This is an optimization exercise on Yosys and OpenROAD, whose aim is small area, not a production implementation.
In this exercise RTL edits were held to simulation tests only and were not proved equivalent to the original.
Power and IR drop assume default switching activity.

## constraint.sdc

```tcl
create_clock -name core_clock -period 28.0 [get_ports {clk}]
set_input_delay 5.6000 -clock core_clock [delete_from_list [all_inputs] [get_ports {clk}]]
set_output_delay 5.6000 -clock core_clock [all_outputs]
set_load 0.01 [all_outputs]
```

## run.sh

```bash
#!/bin/bash
# synth_recipe.tcl (not shown) runs the flow's synth.tcl, then flattens the netlist and writes it again
# the make line also repeats each setting of config.mk as NAME=value (left out here)
make -C /OpenROAD-flow-scripts/flow DESIGN_CONFIG=/design/flow/config.mk WORK_HOME=/design/flow/orfs CLKGATE_MAP_FILE= SYNTH_SCRIPT=/design/flow/synth_recipe.tcl finish
```

## design.v

```verilog
module consolls_core (
    input  wire        clk,
    input  wire        rst,
    input  wire        step_valid,
    output wire        step_ready,
    output wire        done,
    output wire        halted,
    output wire [2:0]  cause,
    output wire [15:0] fault_ip,
    output wire [15:0] info,
    output wire [2:0]  info_n,
    output wire        mem_req,
    output wire        mem_we,
    output wire [15:0] mem_addr,
    output wire [7:0]  mem_wdata,
    input  wire        mem_ready,
    input  wire [7:0]  mem_rdata
);
    localparam [5:0]
        S_IDLE   = 6'd0,  S_WAIT  = 6'd1,  S_FETCH = 6'd2,  S_TAG  = 6'd3,
        S_WCHK   = 6'd4,  S_C1    = 6'd5,  S_C2    = 6'd6,  S_C3   = 6'd7,
        S_COMMIT = 6'd8,  S_L1    = 6'd9,  S_L2    = 6'd10, S_L3   = 6'd11,
        S_L4     = 6'd12, S_L5    = 6'd13, S_L6    = 6'd14, S_CA   = 6'd15,
        S_CM1    = 6'd16, S_CM2   = 6'd17, S_CJ1   = 6'd18, S_CJ2  = 6'd19,
        S_MU0    = 6'd20, S_MU1   = 6'd21, S_MU2   = 6'd22, S_MU3  = 6'd23,
        S_DV0    = 6'd24, S_DV1   = 6'd25, S_DV2   = 6'd26, S_DV3  = 6'd27,
        S_DV4    = 6'd28, S_DV5   = 6'd29, S_SH1   = 6'd30, S_SH2  = 6'd31,
        S_L8     = 6'd32, S_ST    = 6'd33, S_R0    = 6'd34, S_RST  = 6'd35,
        S_DONE   = 6'd36;
    localparam [2:0] H_OOB1 = 3'd1, H_OOB2 = 3'd2, H_OOB4 = 3'd3, H_OOB6 = 3'd4,
                     H_INV  = 3'd5, H_DIV0 = 3'd6, H_SHIFT = 3'd7;
    localparam [2:0] P_0 = 3'd0, P_A = 3'd1, P_IP = 3'd2, P_X = 3'd3, P_Y = 3'd4;
    localparam [2:0] Q_0 = 3'd0, Q_K = 3'd1, Q_X = 3'd2, Q_Y = 3'd3, Q_A = 3'd4,
                     Q_1 = 3'd5, Q_CMP = 3'd6;
    localparam [2:0] O_ADD = 3'd0, O_SUB = 3'd1, O_AND = 3'd2, O_OR = 3'd3, O_XOR = 3'd4;
    localparam [1:0] CI_0 = 2'd0, CI_1 = 2'd1, CI_F = 2'd2, CI_C = 2'd3;
    localparam [2:0] F_HOLD = 3'd0, F_CHK = 3'd1, F_COUT = 3'd2, F_OR = 3'd3,
                     F_Y0 = 3'd4, F_DEC = 3'd5, F_CLR = 3'd6;
    reg [5:0]  st;
    reg [2:0]  sub;
    reg [3:0]  cnt;
    reg [15:0] ipr, ar, xr, yr;
    reg [7:0]  br;
    reg [4:0]  opr;
    reg [2:0]  code;
    reg        cy, fl, acc, pend;
    reg [3:0]  it;
    assign step_ready = (st == S_IDLE);
    assign done       = (st == S_DONE);
    assign halted     = (code != 3'd0);
    assign cause      = (code == 3'd0) ? 3'd0 : (code <= 3'd4) ? 3'd1 : (code - 3'd3);
    assign info_n     = (code == H_OOB1) ? 3'd1 : (code == H_OOB2) ? 3'd2 :
                        (code == H_OOB4) ? 3'd4 : (code == H_OOB6) ? 3'd6 : 3'd0;
    assign fault_ip   = ipr;
    assign info       = ar;
    assign mem_addr   = ar;
    assign mem_wdata  = br;
    wire [4:0] t = opr;
    wire o_nop = (t == 5'd0);
    wire o_bin = (t >= 5'd1) && (t <= 5'd14);
    wire [2:0] bop = (t <= 5'd7) ? t[2:0] : (t[2:0] + 3'd1);    
    wire o_mul = o_bin && (bop == 3'd3);
    wire o_div = o_bin && (bop == 3'd4);
    wire o_not = (t == 5'd15);
    wire o_lsh = (t == 5'd16);
    wire o_rsh = (t == 5'd17);
    wire o_sh  = o_lsh | o_rsh;
    wire o_jv  = (t == 5'd18);
    wire o_j   = (t == 5'd19);
    wire o_cj  = (t[4:1] == 4'd10);
    wire o_cmp = (t[4:1] == 4'd11);
    wire o_sv  = (t[4:1] == 4'd12);
    wire o_cp  = (t[4:1] == 4'd13);
    wire o_get = (t[4:1] == 4'd14);
    wire o_set = (t[4:1] == 4'd15);
    wire wide  = ((t >= 5'd8) && (t <= 5'd14)) || ((t >= 5'd21) && t[0]);
    wire o_jmp = o_jv | o_j | o_cj;
    wire [2:0] wid = o_nop ? 3'd1 : (o_jv | o_j) ? 3'd3 : (o_not | (t >= 5'd24)) ? 3'd5 : 3'd7;
    reg [2:0] psel, qsel, aop, fmode;
    reg [1:0] cisel;
    reg [3:0] kval;
    reg       ad, aclr, ause, ipd, ipuse, xd, yd, ysh, acond_y0, acond_f;
    reg       has_mem, n2, wr, has_post, has_chk, chk_bits;
    reg [2:0] ohcode;           
    reg       post_ip, post_aclr, post_y, post_dec;
    wire s_mem   = (sub >= 3'd1) && (sub <= 3'd4);
    wire bi      = (sub == 3'd3) || (sub == 3'd4);
    wire is_req  = s_mem && (sub[0] ^ wr);
    wire is_xfer = s_mem && !(sub[0] ^ wr);
    wire win     = is_xfer && (cnt[3] == bi);
    wire c15     = (cnt == 4'd15);
    wire c0      = (cnt == 4'd0);
    wire xzero   = (xr == 16'd0);
    always @(*) begin
        psel = P_0; qsel = Q_0; aop = O_ADD; cisel = CI_0; kval = 4'd0; fmode = F_HOLD;
        ad = 1'b0; aclr = 1'b0; ause = 1'b0; ipd = 1'b0; ipuse = 1'b0;
        xd = 1'b0; yd = 1'b0; ysh = 1'b0; acond_y0 = 1'b0; acond_f = 1'b0;
        has_mem = 1'b0; n2 = 1'b0; wr = 1'b0; has_post = 1'b0; has_chk = 1'b0;
        chk_bits = 1'b0; ohcode = H_OOB1;
        post_ip = 1'b0; post_aclr = 1'b0; post_y = 1'b0; post_dec = 1'b0;
        case (st)
            S_FETCH: begin
                psel = P_0; ad = 1'b1;                        
                has_mem = 1'b1; n2 = 1'b1; has_post = 1'b1; post_ip = 1'b1;
                has_chk = 1'b1; ohcode = H_OOB1;
            end
            S_TAG: begin
                psel = P_IP; ipuse = 1'b1; ad = 1'b1;         
                has_mem = 1'b1; has_post = 1'b1; post_dec = 1'b1;
            end
            S_WCHK: if (!o_nop) begin
                psel = P_IP; ipuse = 1'b1; qsel = Q_K; kval = 4'd1; ad = 1'b1;
                has_chk = 1'b1;
                ohcode = (wid == 3'd3) ? H_OOB2 : (wid == 3'd5) ? H_OOB4 : H_OOB6;
            end
            S_C1: if (!(o_nop | o_jv)) begin
                psel = P_IP; ipuse = 1'b1; qsel = Q_K; kval = 4'd1; ad = 1'b1;
                has_mem = 1'b1; n2 = 1'b1; has_post = 1'b1; has_chk = 1'b1;
                ohcode = (wide | o_j | o_get) ? H_OOB2 : H_OOB1;
            end
            S_C2: if (o_bin | o_cmp | o_not | o_cj | o_cp | o_set | o_sh) begin
                psel = P_IP; ipuse = 1'b1; qsel = Q_K; kval = o_sh ? 4'd5 : 4'd3; ad = 1'b1;
                has_mem = 1'b1; n2 = 1'b1; has_post = 1'b1; has_chk = 1'b1;
                ohcode = (wide | o_set) ? H_OOB2 : H_OOB1;
            end
            S_C3: if (o_bin | o_cmp | o_sh) begin
                psel = P_IP; ipuse = 1'b1; qsel = Q_K; kval = o_sh ? 4'd3 : 4'd5; ad = 1'b1;
                has_mem = 1'b1; n2 = 1'b1; has_post = 1'b1; has_chk = 1'b1;
                chk_bits = o_sh;
                ohcode = wide ? H_OOB2 : H_OOB1;
            end
            S_COMMIT: begin
                psel = P_IP; ipuse = 1'b1; qsel = Q_K; kval = {1'b0, wid}; xd = 1'b1;
                ad = 1'b1; aclr = 1'b1;                       
                has_mem = 1'b1; n2 = 1'b1; wr = 1'b1;
            end
            S_L1: begin
                psel = P_IP; ipuse = 1'b1; qsel = Q_K; kval = o_sv ? 4'd3 : 4'd1; ad = 1'b1;
                has_mem = 1'b1; n2 = 1'b1; has_post = 1'b1;
            end
            S_L2: if (o_get) begin
                has_mem = 1'b1; n2 = 1'b1; has_post = 1'b1; has_chk = 1'b1;
                ohcode = wide ? H_OOB2 : H_OOB1;
            end
            S_L3: if (!(o_jv | o_sv)) begin
                has_mem = 1'b1; n2 = wide | o_j;
            end
            S_L4: begin
                psel = P_X; yd = 1'b1;                        
            end
            S_L5: if (o_bin | o_cmp | o_cj | o_sh | o_set) begin
                psel = P_IP; ipuse = 1'b1; qsel = Q_K; kval = 4'd3; ad = 1'b1;
                has_mem = 1'b1; n2 = 1'b1; has_post = 1'b1;
            end
            S_L6: if (o_bin | o_cmp | o_cj | o_set) begin
                has_mem = 1'b1; n2 = wide | o_set;
                has_post = o_set; has_chk = o_set;
                ohcode = wide ? H_OOB2 : H_OOB1;
            end
            S_CA: begin
                psel = P_Y; yd = 1'b1;
                if (o_not) begin
                    qsel = Q_1; aop = O_XOR;
                end else begin
                    qsel = Q_X;
                    case (bop)
                        3'd2:    begin aop = O_SUB; cisel = CI_1; end
                        3'd5:    aop = O_AND;
                        3'd6:    aop = O_OR;
                        3'd7:    aop = O_XOR;
                        default: aop = O_ADD;
                    endcase
                end
            end
            S_CM1: begin
                psel = P_Y; qsel = Q_X; aop = O_SUB; cisel = CI_1; xd = 1'b1; fmode = F_COUT;
            end
            S_CM2: begin
                psel = P_0; qsel = Q_CMP; yd = 1'b1;
            end
            S_CJ1: begin
                psel = P_Y; qsel = Q_X; aop = O_XOR; xd = 1'b1;
            end
            S_MU0, S_DV0: begin
                psel = P_0; ad = 1'b1;                        
                if (st == S_DV0) fmode = F_CLR;
            end
            S_MU1: begin
                psel = P_A; qsel = Q_X; ause = 1'b1; acond_y0 = 1'b1; fmode = F_Y0;
            end
            S_MU2: begin
                psel = P_X; qsel = Q_X; xd = 1'b1; ysh = 1'b1;
            end
            S_MU3: begin
                psel = P_A; ause = 1'b1; yd = 1'b1;           
            end
            S_DV1, S_DV5: begin
                psel = P_Y; qsel = Q_Y; cisel = CI_F; yd = 1'b1;
            end
            S_DV2: begin
                psel = P_A; qsel = Q_A; cisel = CI_C; ad = 1'b1; fmode = F_COUT;
            end
            S_DV3: begin
                psel = P_A; qsel = Q_X; aop = O_SUB; cisel = CI_1; ause = 1'b1; fmode = F_OR;
            end
            S_DV4: begin
                psel = P_A; qsel = Q_X; aop = O_SUB; cisel = CI_1; ause = 1'b1; acond_f = 1'b1;
            end
            S_SH1: begin
                psel = P_X; qsel = Q_K; kval = 4'd1; aop = O_SUB; cisel = CI_1; xd = 1'b1;
            end
            S_SH2: begin
                if (o_rsh) ysh = 1'b1;
                else begin psel = P_Y; qsel = Q_Y; yd = 1'b1; end
            end
            S_L8: if (!o_set) begin
                if (!(o_jv | o_j)) begin
                    psel = P_IP; ipuse = 1'b1; qsel = Q_K; ad = 1'b1;
                    kval = (o_bin | o_cmp | o_sh | o_cj) ? 4'd5 : o_sv ? 4'd1 : 4'd3;
                    has_mem = 1'b1; n2 = 1'b1;
                end
                has_post = 1'b1; post_aclr = o_jmp;
                has_chk = o_get; ohcode = wide ? H_OOB2 : H_OOB1;
            end
            S_ST: begin
                if (!o_cj) begin psel = P_Y; xd = 1'b1; end   
                has_mem = 1'b1; n2 = wide | o_jmp; wr = 1'b1;
                has_post = 1'b1; post_y = 1'b1;
            end
            S_R0: begin
                psel = P_A; ause = 1'b1; yd = 1'b1;           
            end
            S_RST: begin
                psel = P_IP; ipuse = 1'b1; xd = 1'b1; ad = 1'b1; aclr = 1'b1;
                has_mem = 1'b1; n2 = 1'b1; wr = 1'b1;
                has_post = 1'b1; post_y = 1'b1;
            end
            default: ;
        endcase
        if (sub != 3'd0) begin
            psel = P_0; qsel = Q_0; aop = O_ADD; cisel = CI_0; kval = 4'd0; fmode = F_HOLD;
            ad = 1'b0; aclr = 1'b0; ause = 1'b0; ipd = 1'b0; ipuse = 1'b0;
            xd = 1'b0; yd = 1'b0; ysh = 1'b0; acond_y0 = 1'b0; acond_f = 1'b0;
            if (is_xfer && (!wr || bi)) begin
                psel = P_A; ad = 1'b1; cisel = CI_1;          
            end
            if (sub == 3'd5) begin
                psel = post_y ? P_Y : P_X; ad = 1'b1; aclr = post_aclr;
                ipd = post_ip;
                if (post_dec) fmode = F_DEC;
            end
            if (sub == 3'd6) begin
                psel = P_A; ause = 1'b1; qsel = Q_K;
                if (chk_bits) begin
                    kval = 4'd9; aop = O_SUB; cisel = CI_1;
                end else begin
                    kval = (ohcode == H_OOB1) ? 4'd0 : (ohcode == H_OOB2) ? 4'd1 :
                           (ohcode == H_OOB4) ? 4'd3 : 4'd5;
                    fmode = F_CHK;
                end
            end
        end
    end
    wire kbit   = (cnt[3:2] == 2'b00) && kval[cnt[1:0]];
    wire cmpbit = !fl || (c0 && !xzero);
    reg p, q;
    always @(*) begin
        case (psel)
            P_A:     p = ar[0];
            P_IP:    p = ipr[0];
            P_X:     p = xr[0];
            P_Y:     p = yr[0];
            default: p = 1'b0;
        endcase
        case (qsel)
            Q_K:     q = kbit;
            Q_X:     q = xr[0];
            Q_Y:     q = yr[0];
            Q_A:     q = ar[0];
            Q_1:     q = 1'b1;
            Q_CMP:   q = cmpbit;
            default: q = 1'b0;
        endcase
    end
    wire qq = (aop == O_SUB) ? !q : q;
    reg  cinit;
    always @(*) begin
        case (cisel)
            CI_1:    cinit = 1'b1;
            CI_F:    cinit = fl;
            CI_C:    cinit = cy;
            default: cinit = 1'b0;
        endcase
    end
    wire ci   = c0 ? cinit : cy;
    wire sum  = p ^ qq ^ ci;
    wire cout = (p & qq) | (p & ci) | (qq & ci);
    reg  alu;
    always @(*) begin
        case (aop)
            O_AND:   alu = p & q;
            O_OR:    alu = p | q;
            O_XOR:   alu = p ^ q;
            default: alu = sum;
        endcase
    end
    wire tag_bad = (xr[7:6] != 2'b00) || (xr[5] ? (xr[4:0] != 5'd0) : (xr[4:0] == 5'd0));
    wire chk_fail = chk_bits ? cout : (fl | sum | cout);
    wire a_wr = ad | (acond_y0 & (c0 ? yr[0] : fl)) | (acond_f & fl);
    wire a_en = a_wr | ause;
    wire a_in = a_wr ? (alu & !aclr) : ar[0];
    wire pad  = is_xfer && !wr && !n2 && (sub == 3'd2) && cnt[3];
    wire x_in = win ? br[0] : pad ? 1'b0 : xd ? alu : xr[0];
    wire y_in = ysh ? (c15 ? 1'b0 : yr[1]) : yd ? alu : yr[0];
    wire ip_en = ipd | ipuse;
    wire ip_in = ipd ? alu : ipr[0];
    wire in_mem = (st != S_IDLE) && (st != S_WAIT) && (st != S_DONE);
    assign mem_req = in_mem && is_req && has_mem && !acc && !c15;
    assign mem_we  = wr;
    wire   accept  = mem_req && mem_ready;
    wire sub_end = c15 && (!is_req || acc || !has_mem);
    reg [2:0] nsub;
    always @(*) begin
        case (sub)
            3'd0:    nsub = has_mem ? 3'd1 : has_post ? 3'd5 : has_chk ? 3'd6 : 3'd7;
            3'd1:    nsub = 3'd2;
            3'd2:    nsub = n2 ? 3'd3 : has_post ? 3'd5 : has_chk ? 3'd6 : 3'd7;
            3'd3:    nsub = 3'd4;
            3'd4:    nsub = has_post ? 3'd5 : has_chk ? 3'd6 : 3'd7;
            3'd5:    nsub = has_chk ? 3'd6 : 3'd7;
            default: nsub = 3'd7;
        endcase
    end
    wire post_commit = (st >= S_L1) && (st <= S_ST);
    reg       fail;
    reg [2:0] fcode;
    always @(*) begin
        fail  = 1'b0;
        fcode = ohcode;
        if (sub == 3'd6 && chk_fail) begin
            fail = 1'b1;
            if (chk_bits) fcode = H_SHIFT;
        end
        if (st == S_TAG && sub == 3'd5 && fl) begin
            fail = 1'b1; fcode = H_INV;
        end
        if (st == S_DV0 && xzero) begin
            fail = 1'b1; fcode = H_DIV0;
        end
    end
    reg [5:0] nst;
    always @(*) begin
        nst = st + 6'd1;
        case (st)
            S_COMMIT: nst = o_nop ? S_DONE : S_L1;
            S_L6: begin
                if (o_mul)                       nst = S_MU0;
                else if (o_div)                  nst = S_DV0;
                else if (o_bin | o_not)          nst = S_CA;
                else if (o_cmp)                  nst = S_CM1;
                else if (o_cj)                   nst = S_CJ1;
                else if (o_sh)                   nst = S_SH1;
                else                             nst = S_L8;
            end
            S_CA, S_CM2, S_MU3, S_DV5: nst = S_L8;
            S_CJ2:    nst = xzero ? S_L8 : S_DONE;
            S_MU2:    nst = (it == 4'd15) ? S_MU3 : S_MU1;
            S_DV4:    nst = (it == 4'd15) ? S_DV5 : S_DV1;
            S_SH1:    nst = cout ? S_SH2 : S_L8;
            S_SH2:    nst = S_SH1;
            S_ST:     nst = S_DONE;
            S_RST:    nst = S_DONE;
            default:  ;
        endcase
    end
    always @(posedge clk) begin
        xr <= {x_in, xr[15:1]};
        yr <= {y_in, yr[15:1]};
        if (a_en)  ar  <= {a_in, ar[15:1]};
        if (ip_en) ipr <= {ip_in, ipr[15:1]};
        if (pend)
            br <= mem_rdata;
        else if (win)
            br <= {xr[0], br[7:1]};
        cy <= cout;
        case (fmode)
            F_CHK:  if (cnt == 4'd14) fl <= sum;
            F_COUT: if (c15) fl <= cout;
            F_OR:   if (c15) fl <= fl | cout;
            F_Y0:   if (c0) fl <= yr[0];
            F_DEC:  if (c0) fl <= tag_bad;
            F_CLR:  fl <= 1'b0;
            default: ;
        endcase
        if (st == S_TAG && sub == 3'd5 && c0)
            opr <= xr[4:0];
        if (st == S_MU0 || st == S_DV0)
            it <= 4'd0;
        else if ((st == S_MU2 || st == S_DV4) && c15)
            it <= it + 4'd1;
        pend <= accept && !wr;
        if (rst) begin
            st   <= S_IDLE;
            sub  <= 3'd0;
            cnt  <= 4'd0;
            code <= 3'd0;
            acc  <= 1'b0;
            pend <= 1'b0;
        end else begin
            cnt <= cnt + 4'd1;
            if (accept) acc <= 1'b1;
            case (st)
                S_IDLE: begin
                    sub <= 3'd0;
                    if (step_valid)
                        st <= (code != 3'd0) ? S_DONE : S_WAIT;
                end
                S_WAIT: if (c15) st <= S_FETCH;
                S_DONE: st <= S_IDLE;
                default: if (sub_end) begin
                    acc <= 1'b0;
                    if (fail) begin
                        code <= fcode;
                        st   <= (post_commit || st == S_DV0) ? S_R0 : S_DONE;
                        sub  <= 3'd0;
                    end else if (nsub == 3'd7) begin
                        st  <= nst;
                        sub <= 3'd0;
                    end else
                        sub <= nsub;
                end
            endcase
        end
    end
endmodule
```

## config.mk

```make
export PLATFORM = sky130hd
export DESIGN_NAME = consolls_core
export DESIGN_NICKNAME = consolls_core
export VERILOG_FILES = /design/flow/design.v
export SDC_FILE = /design/flow/constraint.sdc
export NUM_CORES = 4
export LEC_CHECK = 0
export CAP_MARGIN = 20
export CORE_MARGIN = 2
export CORE_UTILIZATION = 40
export SLEW_MARGIN = 20
```

==> summary.txt, run 1 <==
* Outcome: complete, no violations
* RSZ-0062 raised after global routing: no
* Final setup skew at 0.0109 ns
* Slew headroom at 0.212
* Gr usage total at 0.265
* Dpl cell area at 7840 sq um
* Reg2reg start: opr[1]
* DRT Wirelength at ~24,000 um
* First-pass GRT wire length at 37,100 um
* HPWL after detailed placement at 18,700 um
* Cell area after layout at 8130 sq um
* DR iter-0 viols at 888
* Pre-CTS setup slack at 18.93 ns
* Reg2Reg Setup Slack at 21.16 ns
* Clock transition at path regs at 0.08 ns
* Synthesis-to-layout area growth at 16.3%
* Drt via density at roughly 6.3
* Kind of critical path: reg2out
* Final Cycle Share at 0.343
* Post-route worst setup slack at between 15 and 20 ns
* Fraction of layout cells with a size suffix above 1 at 0.0690
* Std cell rows at 48
* Gp weighted congestion at 1.01
* WL/cell at approximately 22 um
* DIE AREA at 18,600 sq um
* Gate count of the mapped netlist at 829
* Top-area cell type share of the netlist area at 0.197
* Final Util at 0.473
* Die Wd at 136 um
* Most used cell along the critical path: nor3_1
* Core Region at 17,200 sq um
* Prevailing post-synth register cell: dfxtp_1
* Hold path start: yr[12]
* Worst Path Arrival at about 4.0 ns
* Crit path largest cell delay at 0.94 ns
* Synth unique cells at 93
* CP startpoint kind: flop
* Worst hold-check path type: reg2reg
* Clock latency on the worst-skew pair at around 0.36 ns
* Critical Path RT at 22.40 ns
* Worst Hold Path EP: yr[11]
* Post-layout min period at about 9.6 ns
* Max Cap Viol at 0
* Post-Syn Nets at 862
* # DRC at 0
* DIE HEIGHT at 136 um
* Actual slew at the worst max-slew pin at around 1.2 ns
* Yosys warnings at 1
* Remaining antenna violation count at 0
* Flops & latches, synth at 101
* Vias in the first global route at 6,281
* Pwr Total at between 0.0006 and 0.0007 W
* Final setup fails at 0
* Fill count at 1,708
* Worst reg2reg path depth at 21
* Hold path depth at 0
* Drt pass-1 iters at 7
* Post-cts resize count at 0
* Largest net degree at the start of global routing at 35
* Diodes inserted at 0
* Antenna violations before repair at 0
* Crit end category: output port
* IO buf count at approximately 80
* Seq/Total Area, Yosys at 0.355
* Highest-count cells in the layout ignoring fill and taps: 84 x nor2_1, 78 x clkdlybuf4s50_1, 70 x nand2_1
* Post-CTS Setup Repair Bufs at 0
* Worst reg2reg endpoint: st[3]
* Htree depth at 3
* Clock buffer depth at 2
* Synth area leaders: edfxtp_1 20%, dfxtp_1 16%, nor2_1 4.5%, a21oi_1 3.8%, nand2_1 3.8%
* Crit path cell chain: and2_1 -> nand3_1 -> nor3_1 -> nor3_1 -> a31oi_1 -> and3_1 -> clkdlybuf4s50_1
* Setup TNS at 0 ns
* CP startpoint: st[2]
* Fmax at 104 MHz
* Clock sinks at 101
* Post-synth EDFFs at 46
* Max VDD drop at 0.0000469 V
* IO Pins at 79
* Area leader, netlist: edfxtp_1
* Crit Path Max Fanout at 29
* Clock Tree Root: clkbuf_16
* Slowest-stage cell, CP: dfxtp_1
* CTS buffer count at 9
* Final Hold Viols at 0
* Max-slew violations at 0
* Area of the mapped netlist at 7000 sq um
* Nets at ~900
* Vias at 6,903
* Pwr Density at about 80 nW/um^2
* Most common cell after layout, fill and taps aside: nor2_1
* Leak at 2.87 nW
* GR Overflow Total at 0
* Hold buffers post-CTS at 0
* FFs w/ async S/R, synth at 0
* Initial core utilization at 0.407
* CTS tree: yes
* Avg Inst Size Synth at 8.44 sq um
[flip-flops by register name, summed over array words and instances, names as in the netlist, 3 cells and up]
name and count:
opr 5, st 6, code 3, xr 16, yr 16, ar 16
cnt 4, ipr 16, it 4, sub 3, br 8
[worst max-delay path by stage]
| stage | endpoint | slack (ns) |
|---|---|---|
| after floorplan | mem_req | 19.80 |
| after global placement | mem_req | 18.91 |
| after detailed placement | mem_req | 18.93 |
| after CTS | mem_req | 18.51 |
| after global routing | mem_req | 18.10 |
| final | mem_req | 18.40 |
[logic make-up after synthesis]
group	Yosys count	share of synthesized area
buf+inv	93	0.0597
simple gates	352	0.267
mux	19	0.0308
compound gates	231	0.234
xor+xnor	12	0.0150
fa+ha+maj	21	0.0386
flops	101	0.355
[per-stage QoR]
| stage | hold slack (ns) | std cells |
|---|---|---|
| floorplan | 0.310 | 829 |
| global placement | 0.310 | 1079 |
| detailed placement | 0.313 | 1079 |
| CTS | 0.329 | 1095 |
| global route | 0.332 | 1095 |
| finish | 0.328 | 1095 |
[final cells by class]
type	count	area (sq um)	area share
Tap cell	225	282	0.0346
Multi-Input combinational cell	635	4100	0.504
Clock buffer	9	225	0.0277
Timing Repair Buffer	92	886	0.109
Clock inverter	7	65.1	0.00800
Sequential cell	101	2480	0.305
Inverter	26	97.6	0.0120
[critical path: cells and delay by family (launching register included)]
family,cells,cell delay (ns)
AND/OR/NAND/NOR,5,1.75
flip-flops,1,0.94
buffers and inverters,1,0.55
AO/OA/AOI/OAI,1,0.40
[report_power, final]
part / switching, W / internal, W / leakage [nW]
combinational: 0.000160 / 0.000123 / 1.86
clock: 0.0000597 / 0.0000626 / 0.146
sequential: 0.0000330 / 0.000214 / 0.873
[cells in the mapped netlist, drive strengths merged, types with 5 or more instances]
library cell and count:
or2 7, mux2i 8, a2111oi 7, ha 20, nand4b 5, buf 24, xnor2 8, nor3b 5
nand4 9, a22o 5, a211o 5, edfxtp 46, o31ai 6, o22ai 7, nor2b 14, a21oi 54
mux2 10, nand2 70, a31oi 16, and3 5, nor2 85, nor4 13, and2 9, nand3 31
a211oi 15, nand2b 19, o21ai 33, nor3 32, clkbuf 43, nor4b 6, a21boi 5, dfxtp 55
o211ai 7, a311oi 5, or3 9, o2111ai 5, inv 25, or4 7, nand3b 9, a32o 5
[metal layers]
metal  GRT usage  vias to the layer above  routed length [um]
li1            -                     3200                   -
met1       0.373                     3305               10800
met2       0.391                      340               10600
met3      0.0652                       58                2020
met4       0.100                        0                 926
met5      0.0139                        -                   0
==> inputs of run 2 (changes only) <==
--- a/config.mk
+++ b/config.mk
@@ -5,7 +5,8 @@
 export SDC_FILE = /design/flow/constraint.sdc
 export NUM_CORES = 4
 export LEC_CHECK = 0
+export ABC_AREA = 1
 export CAP_MARGIN = 20
 export CORE_MARGIN = 2
-export CORE_UTILIZATION = 40
+export CORE_UTILIZATION = 70
 export SLEW_MARGIN = 20
==> run 2 against run 1 <==
  * Cell area shrank 11%
  * Critical path type unchanged
  * Critical endpoint unchanged
  * Largest power group unchanged
  * Critical path depth is 8 higher
  * Die area is 47% lower
  * Hold slack improved by 0.012 ns
  * Maximum frequency rose by 7.9%
  * Cell count decreased by 5.1%
  * Synthesized cell count up 4.1%
  * First-iteration DRC count grew 43%
==> summary.txt, run 2 <==
* Outcome: complete, no violations
* Most used cell along the critical path: inv_1
* Antenna violations before repair at 0 (unchanged)
* Actual slew at the worst max-slew pin at 0.832 ns (-0.347 ns)
* Max Cap Viol at 0 (unchanged)
* Vias at 6,679 (-3.2%)
* FFs w/ async S/R, synth at 0 (unchanged)
* Diodes inserted at 0 (unchanged)
* Remaining antenna violation count at 0 (unchanged)
* Avg Inst Size Synth at 7.33 sq um (-13%)
* GR Overflow Total at 0 (unchanged)
* Fill count at 553 (-68%)
* Drt via density at 6.43 (+2.0%)
* First-pass GRT wire length at 29,800 um (-20%)
* IO buf count at 78 (unchanged)
* WP buf/inv at 4 (+3)
* Highest-count cells in the layout ignoring fill and taps: 189 x nand2_1, 118 x nor2_1, 105 x inv_1
* Post-Syn Nets at 896 (+3.9%)
* DRT Wirelength at 19,000 um (-22%)
* Slew headroom at 0.438 (+0.226)
* Crit path largest cell delay at 0.61 ns (-0.33 ns)
* CP startpoint kind: flop
* Synth unique cells at 55 (-41%)
* Gate count of the mapped netlist at 863 (+4.1%)
* IO Pins at 79 (unchanged)
* Largest net degree at the start of global routing at 22 (-37%)
* Gp weighted congestion at 1.29 (+27%)
* Delay-heaviest family, CP: simple AND/OR/NAND/NOR gates
* Clock latency on the worst-skew pair at 0.39 ns (+0.03 ns)
* Post-cts resize count at 0 (unchanged)
* Final setup skew at 0.0117 ns (+0.000798 ns)
* Leak at 3.22 nW (+12%)
* Gr usage total at 0.384 (+0.118)
* Clock Tree Root: clkbuf_8
* Fraction of layout cells with a size suffix above 1 at 0.0827 (+0.0137)
* Post-CTS Setup Repair Bufs at 0 (unchanged)
* Synth cell count leaders: 189 x nand2_1, 118 x nor2_1, 105 x inv_1
* Std cell rows at 34 (-29%)
* CTS tree: yes
* Final Cycle Share at 0.318 (-0.0251)
* Area of the mapped netlist at 6330 sq um (-9.5%)
* Nets at 959 (+6.8%)
* Crit end category: output port
* Synthesis-to-layout area growth at 14.9%
* HPWL after detailed placement at 14,200 um (-24%)
* Htree depth at 3 (unchanged)
* Clock transition at path regs at 0.11 ns (+0.03 ns)
* Final Util at 0.830 (+0.357)
* Die Wd at 99.1 um (-27%)
* CTS buffer count at 9 (unchanged)
* Drt pass-1 iters at 19 (+12)
* Clock buffer depth at 2 (unchanged)
* Hold buffers post-CTS at 0 (unchanged)
* Kind of critical path: reg2out
* Synth area leaders: edfxtp_1 22%, dfxtp_1 17%, nand2_1 11%, nor2_1 7.0%, inv_1 6.2%
* Crit Path Max Fanout at 9 (-69%)
* Most common cell after layout, fill and taps aside: nand2_1
* Seq/Total Area, Yosys at 0.392 (+0.0374)
* Yosys warnings at 1 (unchanged)
* Flops & latches, synth at 101 (unchanged)
* DIE AREA at 9820 sq um (-47%)
* DR iter-0 viols at 1,272 (+43%)
* Top-area cell type share of the netlist area at 0.218 (+0.0208)
* Post-synth EDFFs at 46 (unchanged)
* Critical Path RT at 22.40 ns (about the same)
* Count leader, synth: nand2_1
* Post-layout min period at 8.90 ns (-0.702 ns)
* Final setup fails at 0 (unchanged)
* Final Hold Viols at 0 (unchanged)
* RSZ-0062 raised after global routing: no
* Pwr Density at 88.6 nW/um^2 (+10%)
* Clock sinks at 101 (unchanged)
* Multi-input gate area at 3220 sq um (-21%)
* Vias in the first global route at 6,183 (-1.6%)
* WL/cell at 18.3 um (-18%)
* DIE HEIGHT at 99.1 um (-27%)
* # DRC at 0 (unchanged)
* Max VDD drop at 0.0000608 V (+30%)
* Initial core utilization at 0.722 (+0.315)
* Storage element area at 2480 sq um (unchanged)
* Worst hold-check path type: reg2reg
* Prevailing post-synth register cell: dfxtp_1
* Max-slew violations at 0 (unchanged)
* Fmax at 112 MHz (+7.9%)
* Slowest-stage cell, CP: clkdlybuf4s50_1
* Area leader, netlist: edfxtp_1
* Crit path cell chain: inv_1 -> ha_1 -> inv_1 -> nor2_1 -> nor2_1 -> nand2_1 -> nand2_4 -> nand3_1 -> nand2_1 -> inv_1 -> nor2_2 -> nand3_1 -> nand4_1 -> nor3_1 -> clkdlybuf4s50_1
* Worst Path Arrival at 3.30 ns (-0.70 ns)
* Setup TNS at 0 ns (unchanged)
* Core Region at 8760 sq um (-49%)
==> run 2: kinds of logic (layout without fill, tap and decap cells) <==
family / Yosys count / in the layout / share of synthesized area
and+or+nand+nor: 468 / 468 / 0.336
DFF: 101 / 101 / 0.392
xor gates and xnor gates: 6 / 6 / 0.00830
AOI/OAI and AO/OA: 124 / 124 / 0.122
buffers and inverters: 143 / 211 / 0.0985
adders and majority gates: 21 / 21 / 0.0427
==> run 2: where the power goes <==
| part | internal (W) | total [W] | switching [W] |
|---|---|---|---|
| Sequential | 0.000216 | 0.000250 | 0.0000339 |
| Clock | 0.0000357 | 0.0000942 | 0.0000584 |
| Combinational | 0.000122 | 0.000300 | 0.000178 |
==> run 2: area by class of cell <==
class,instances,area share
tap,108,0.0186
multi-input combinational,619,0.443
clock inverter,7,0.0124
sequential,101,0.341
inverter,117,0.0604
clock buffer,9,0.0170
timing repair buffer,78,0.107
==> run 2: routing by layer <==
layer  vias up  wire [um]  global-route usage
met5         -          0                   0
met4         0       1200               0.194
met3       166       2610               0.106
met2       552       8470               0.607
li1       2983          -                   -
met1      2978       6730               0.483
==> run 2: through the flow <==
stage | setup slack, ns | hold slack [ns] | std cells | instance area (sq um) | total power, W
2_1_floorplan | 20.48 | 0.310 | 863 | 6330 | 0.000438
3_3_place_gp | 19.82 | 0.313 | 1023 | 7060 | 0.000527
3_5_place_dp | 19.57 | 0.312 | 1023 | 7060 | 0.000541
4_1_cts | 19.15 | 0.341 | 1039 | 7270 | 0.000635
5_1_grt | 18.85 | 0.345 | 1039 | 7270 | 0.000675
6_report | 19.10 | 0.340 | 1039 | 7270 | 0.000644
==> run 2: worst paths after layout <==
kind / to / slack, ns / start / cells past startpoint
hold reg to reg: yr[2] / 0.34 / yr[3] / 0
hold / removal: yr[2] / 0.34 / yr[3] / 0
setup reg to reg: st[1] / 22.98 / opr[1] / 32
setup / recovery: mem_req / 19.10 / opr[1] / 15

==> afterwards: timing with drivers on the ports <==
Ports are ideal in the flow. The routed layouts listed here were re-timed in OpenROAD. Step 1 (the two cells are an assumption about what drives the block):
set clk [get_ports {clk}]
set_driving_cell -lib_cell sky130_fd_sc_hd__clkbuf_16 $clk
set_driving_cell -lib_cell sky130_fd_sc_hd__buf_2 [delete_from_list [all_inputs] $clk]
Step 2, shift: input delay + t, output delay - t, t = (earliest + latest rising clock arrival at the registers) / 2. This alone moves slack from input paths to output paths. Three values: ideal ports, drivers, drivers and shift; two values: the first two.
| run | t (ns) | slack for setup (ns) | worst hold slack (ns) | worst setup path at the end | slew at the worst register clock pin (ns) |
|---|---|---|---|---|---|
| run 1 | 0.397 | 18.398 / 18.353 / 18.749 | 0.328 / 0.328 / 0.328 | register to output | 0.08 / 0.08 |
| run 2 | 0.413 | 19.101 / 19.067 / 19.480 | 0.340 / 0.340 / 0.340 | register to output | 0.11 / 0.11 |
After both steps every run listed still meets setup and hold.
